Source: an optimization exercise on an open RTL-to-GDS flow (aim: small area). Production flows keep margins and buffers that such runs may drop.
In this exercise RTL edits were held to simulation tests only and were not proved equivalent to the original.

==> trial 94 <==
Design angers_ctrl, start of the top module:
module angers_ctrl (
    input  wire        clk,
    input  wire        rst,
    input  wire        cmd_valid,
    input  wire [31:0] cmd,
    output wire        cmd_ready,
    output wire        busy,
    output wire [31:0] result,
    output wire        ser_tx,
    input  wire        ser_rx,
    output wire        pot_dq,
    output wire [1:0]  pot_clk,
    output wire [1:0]  pot_rst,
    output wire        adc_en_o,
    output wire [3:0]  adc_mux,
    output wire        adc_start,
    input  wire        adc_done,
    input  wire [9:0]  adc_value,
    input  wire [3:0]  btn,
    input  wire        tach,
    output wire        fan_pwm
);
Settings: LEC_CHECK=0, ABC_AREA=1, CAP_MARGIN=20, CORE_MARGIN=2, CORE_UTILIZATION=40, SLEW_MARGIN=20; clock period 1000.0 ns.
run.sh (not shown) runs the stock make flow with config.mk's settings and CLKGATE_MAP_FILE= SYNTH_SCRIPT=/design/flow/synth_recipe.tcl, a recipe that flattens the netlist after the stock synthesis.
==> inputs of build 63, as changes to trial 94 <==
--- a/flow/design.v
+++ b/flow/design.v
@@ -299,13 +299,144 @@
         endcase
     end
     wire print    = (op == O_PRINT);
     wire cell_end = (tick == 5'd25);
     wire pot_ph2  = (tick == 5'd2);
-    wire [6:0]  pot_vol  = (cmd_b[6:0] > 7'd100) ? 7'd100 : cmd_b[6:0];
-    wire [12:0] pot_prod = (13'd100 - {6'd0, pot_vol}) * 13'd63;
-    wire [12:0] pot_q    = pot_prod / 13'd100;
+    reg [5:0] pot_step;
+    always @(*) begin
+        case (cmd_b[6:0])
+            7'd0: pot_step = 6'd63;
+            7'd1: pot_step = 6'd62;
+            7'd2: pot_step = 6'd61;
+            7'd3: pot_step = 6'd61;
+            7'd4: pot_step = 6'd60;
+            7'd5: pot_step = 6'd59;
+            7'd6: pot_step = 6'd59;
+            7'd7: pot_step = 6'd58;
+            7'd8: pot_step = 6'd57;
+            7'd9: pot_step = 6'd57;
+            7'd10: pot_step = 6'd56;
+            7'd11: pot_step = 6'd56;
+            7'd12: pot_step = 6'd55;
+            7'd13: pot_step = 6'd54;
+            7'd14: pot_step = 6'd54;
+            7'd15: pot_step = 6'd53;
+            7'd16: pot_step = 6'd52;
+            7'd17: pot_step = 6'd52;
+            7'd18: pot_step = 6'd51;
+            7'd19: pot_step = 6'd51;
+            7'd20: pot_step = 6'd50;
+            7'd21: pot_step = 6'd49;
+            7'd22: pot_step = 6'd49;
+            7'd23: pot_step = 6'd48;
+            7'd24: pot_step = 6'd47;
+            7'd25: pot_step = 6'd47;
+            7'd26: pot_step = 6'd46;
+            7'd27: pot_step = 6'd45;
+            7'd28: pot_step = 6'd45;
+            7'd29: pot_step = 6'd44;
+            7'd30: pot_step = 6'd44;
+            7'd31: pot_step = 6'd43;
+            7'd32: pot_step = 6'd42;
+            7'd33: pot_step = 6'd42;
+            7'd34: pot_step = 6'd41;
+            7'd35: pot_step = 6'd40;
+            7'd36: pot_step = 6'd40;
+            7'd37: pot_step = 6'd39;
+            7'd38: pot_step = 6'd39;
+            7'd39: pot_step = 6'd38;
+            7'd40: pot_step = 6'd37;
+            7'd41: pot_step = 6'd37;
+            7'd42: pot_step = 6'd36;
+            7'd43: pot_step = 6'd35;
+            7'd44: pot_step = 6'd35;
+            7'd45: pot_step = 6'd34;
+            7'd46: pot_step = 6'd34;
+            7'd47: pot_step = 6'd33;
+            7'd48: pot_step = 6'd32;
+            7'd49: pot_step = 6'd32;
+            7'd50: pot_step = 6'd31;
+            7'd51: pot_step = 6'd30;
+            7'd52: pot_step = 6'd30;
+            7'd53: pot_step = 6'd29;
+            7'd54: pot_step = 6'd28;
+            7'd55: pot_step = 6'd28;
+            7'd56: pot_step = 6'd27;
+            7'd57: pot_step = 6'd27;
+            7'd58: pot_step = 6'd26;
+            7'd59: pot_step = 6'd25;
+            7'd60: pot_step = 6'd25;
+            7'd61: pot_step = 6'd24;
+            7'd62: pot_step = 6'd23;
+            7'd63: pot_step = 6'd23;
+            7'd64: pot_step = 6'd22;
+            7'd65: pot_step = 6'd22;
+            7'd66: pot_step = 6'd21;
+            7'd67: pot_step = 6'd20;
+            7'd68: pot_step = 6'd20;
+            7'd69: pot_step = 6'd19;
+            7'd70: pot_step = 6'd18;
+            7'd71: pot_step = 6'd18;
+            7'd72: pot_step = 6'd17;
+            7'd73: pot_step = 6'd17;
+            7'd74: pot_step = 6'd16;
+            7'd75: pot_step = 6'd15;
+            7'd76: pot_step = 6'd15;
+            7'd77: pot_step = 6'd14;
+            7'd78: pot_step = 6'd13;
+            7'd79: pot_step = 6'd13;
+            7'd80: pot_step = 6'd12;
+            7'd81: pot_step = 6'd11;
+            7'd82: pot_step = 6'd11;
+            7'd83: pot_step = 6'd10;
+            7'd84: pot_step = 6'd10;
+            7'd85: pot_step = 6'd9;
+            7'd86: pot_step = 6'd8;
+            7'd87: pot_step = 6'd8;
+            7'd88: pot_step = 6'd7;
+            7'd89: pot_step = 6'd6;
+            7'd90: pot_step = 6'd6;
+            7'd91: pot_step = 6'd5;
+            7'd92: pot_step = 6'd5;
+            7'd93: pot_step = 6'd4;
+            7'd94: pot_step = 6'd3;
+            7'd95: pot_step = 6'd3;
+            7'd96: pot_step = 6'd2;
+            7'd97: pot_step = 6'd1;
+            7'd98: pot_step = 6'd1;
+            7'd99: pot_step = 6'd0;
+            7'd100: pot_step = 6'd0;
+            7'd101: pot_step = 6'd0;
+            7'd102: pot_step = 6'd0;
+            7'd103: pot_step = 6'd0;
+            7'd104: pot_step = 6'd0;
+            7'd105: pot_step = 6'd0;
+            7'd106: pot_step = 6'd0;
+            7'd107: pot_step = 6'd0;
+            7'd108: pot_step = 6'd0;
+            7'd109: pot_step = 6'd0;
+            7'd110: pot_step = 6'd0;
+            7'd111: pot_step = 6'd0;
+            7'd112: pot_step = 6'd0;
+            7'd113: pot_step = 6'd0;
+            7'd114: pot_step = 6'd0;
+            7'd115: pot_step = 6'd0;
+            7'd116: pot_step = 6'd0;
+            7'd117: pot_step = 6'd0;
+            7'd118: pot_step = 6'd0;
+            7'd119: pot_step = 6'd0;
+            7'd120: pot_step = 6'd0;
+            7'd121: pot_step = 6'd0;
+            7'd122: pot_step = 6'd0;
+            7'd123: pot_step = 6'd0;
+            7'd124: pot_step = 6'd0;
+            7'd125: pot_step = 6'd0;
+            7'd126: pot_step = 6'd0;
+            7'd127: pot_step = 6'd0;
+            default: pot_step = 6'd0;
+        endcase
+    end
     reg        adc_en;
     reg  [3:0] adc_mux_r;
     reg        adc_flag;
     reg  [9:0] adc_data;
     reg  [3:0] btn_prev;
@@ -316,14 +447,11 @@
     assign adc_start = (st == S_ADC2);
     assign result    = {15'd0, res16, 3'd0, res_lo};
     assign pot_dq  = (st == S_POT) & byte_r[0];
     assign pot_rst = (st == S_POT) ? (cmd_a[0] ? 2'b10 : 2'b01) : 2'b00;
     assign pot_clk = (tick == 5'd1) ? pot_rst : 2'b00;
-    always @(posedge clk) begin
-        if (adc_done)
-            adc_data <= adc_value;
-    end
+    always @(*) adc_data = {cmd_c0, last, byte_r};
     reg        res_we;
     reg [13:0] res_d;     
     always @(*) begin
         res_we = 1'b1;
         res_d  = 14'd0;
@@ -390,11 +518,11 @@
                             ser_tx_r <= 1'b0;
                             st       <= S_SEQ;
                         end
                         O_RXRD: if (!rx_avail) st <= S_RXW;
                         O_POT: begin
-                            byte_r <= {1'b0, cmd_c0, pot_q[5:0]};
+                            byte_r <= {1'b0, cmd_c0, pot_step};
                             tick   <= 5'd0;
                             cel   <= 7'd0;
                             st     <= S_POT;
                         end
                         O_ADC: begin
@@ -413,11 +541,13 @@
                         tick <= tick + 5'd1;
                     end else begin
                         tick <= 5'd0;
                         cel <= cel + 7'd1;
                         if (!in_wait && cel != 7'd9) begin
-                            ser_tx_r <= (cel == 7'd8) ? 1'b1 : byte_r[cel[2:0]];
+                            ser_tx_r <= cel[3] | byte_r[0];
+                            if (!cel[3])
+                                byte_r <= {byte_r[0], byte_r[7:1]};
                         end else if (in_wait ? (cel == 7'd127) : 1'b1) begin
                             if (print) begin
                                 if (last)
                                     st <= S_IDLE;
                                 else begin
@@ -456,12 +586,15 @@
                         if (cel[3:0] == 4'd15)
                             st <= S_IDLE;
                     end else
                         tick <= tick + 5'd1;
                 end
-                S_ADC1: st <= S_ADC2;
-                S_ADC2, S_ADC3: st <= adc_flag ? S_IDLE : S_ADC3;
+                S_ADC1, S_ADC2, S_ADC3: begin
+                    st <= (st == S_ADC1) ? S_ADC2 : adc_flag ? S_IDLE : S_ADC3;
+                    if (adc_done)
+                        {cmd_c0, last, byte_r} <= adc_value;
+                end
                 S_RXW: if (rx_avail) st <= S_IDLE;
                 default: st <= S_IDLE;
             endcase
         end
     end
--- a/flow/config.mk
+++ b/flow/config.mk
@@ -7,6 +7,9 @@
 export LEC_CHECK = 0
 export ABC_AREA = 1
 export CAP_MARGIN = 20
 export CORE_MARGIN = 2
 export CORE_UTILIZATION = 40
+export CTS_BUF_LIST = sky130_fd_sc_hd__clkbuf_16
+export CTS_CLUSTER_DIAMETER = 80
+export CTS_CLUSTER_SIZE = 28
 export SLEW_MARGIN = 20
==> out/metrics.cfg <==
[status]
status=finished clean

[worst_setup_path]
worstPathCellList=clkdlybuf4s50_1, buf_4, inv_1, buf_4, nand2_4, inv_2, nand2_1, o21ai_2, inv_1, ha_1, o211ai_1, o21ai_0, nand2_1, o21ai_0, nand2_1, o2111ai_1
r2r_slack_ns=995.71
r2r-end=u_fan.live_f

[synth]
synthCells=2070

[layout]
ff_latch_area_um2=9819

[global_routing]
grtUsageMet2_pct=29.67

[clock_tree]
clk_pin_slew_ns=0.10

That was build 63.
==> out/metrics.cfg <==
[status]
status=finished clean

[clock_tree]
clk_pin_slew_ns=0.06

[worst_setup_path]
r2r-end=byte_r[0]
worstPathCellList=nand2_1, nor2_1, inv_1, nor3_1, clkdlybuf4s50_1

[global_routing]
grtUsageMet2_pct=28.21

[synth]
synthCells=2274

[layout]
ff_latch_area_um2=10000

That was trial 94.

-- port drivers added, routing unchanged --
In the flow no input, the clock included, has a driving cell. The finished layouts below were timed again as built, in two steps.
Step 1: set_driving_cell puts a clkbuf_16 on clk and a buf_2 on each other input, an assumption about the parent block.
Step 2 adds t to the input delays and takes it off the output delays; t is the mean of the earliest and latest rising clock arrival at the registers after step 1. Input paths then give back, and output paths get back, about the clock's delay inside the block.
a / b / c = ideal / step 1 / step 2; a / b = the first two.
| run | shift t [ns] | slack for setup (ns) | worst setup path after step 2 | slew at the worst register clock pin (ns) |
|---|---|---|---|---|
| trial 94 | 0.613 | 797.026 / 796.972 / 797.044 | input to register | 0.06 / 0.06 |
| build 63 | 0.617 | 797.016 / 797.048 / 796.430 | input to register | 0.10 / 0.10 |
After both steps setup and hold are still met in every run listed. The setup slack of build 63, which loses most, moves by +0.032 ns with the drivers and by -0.586 ns with both steps.
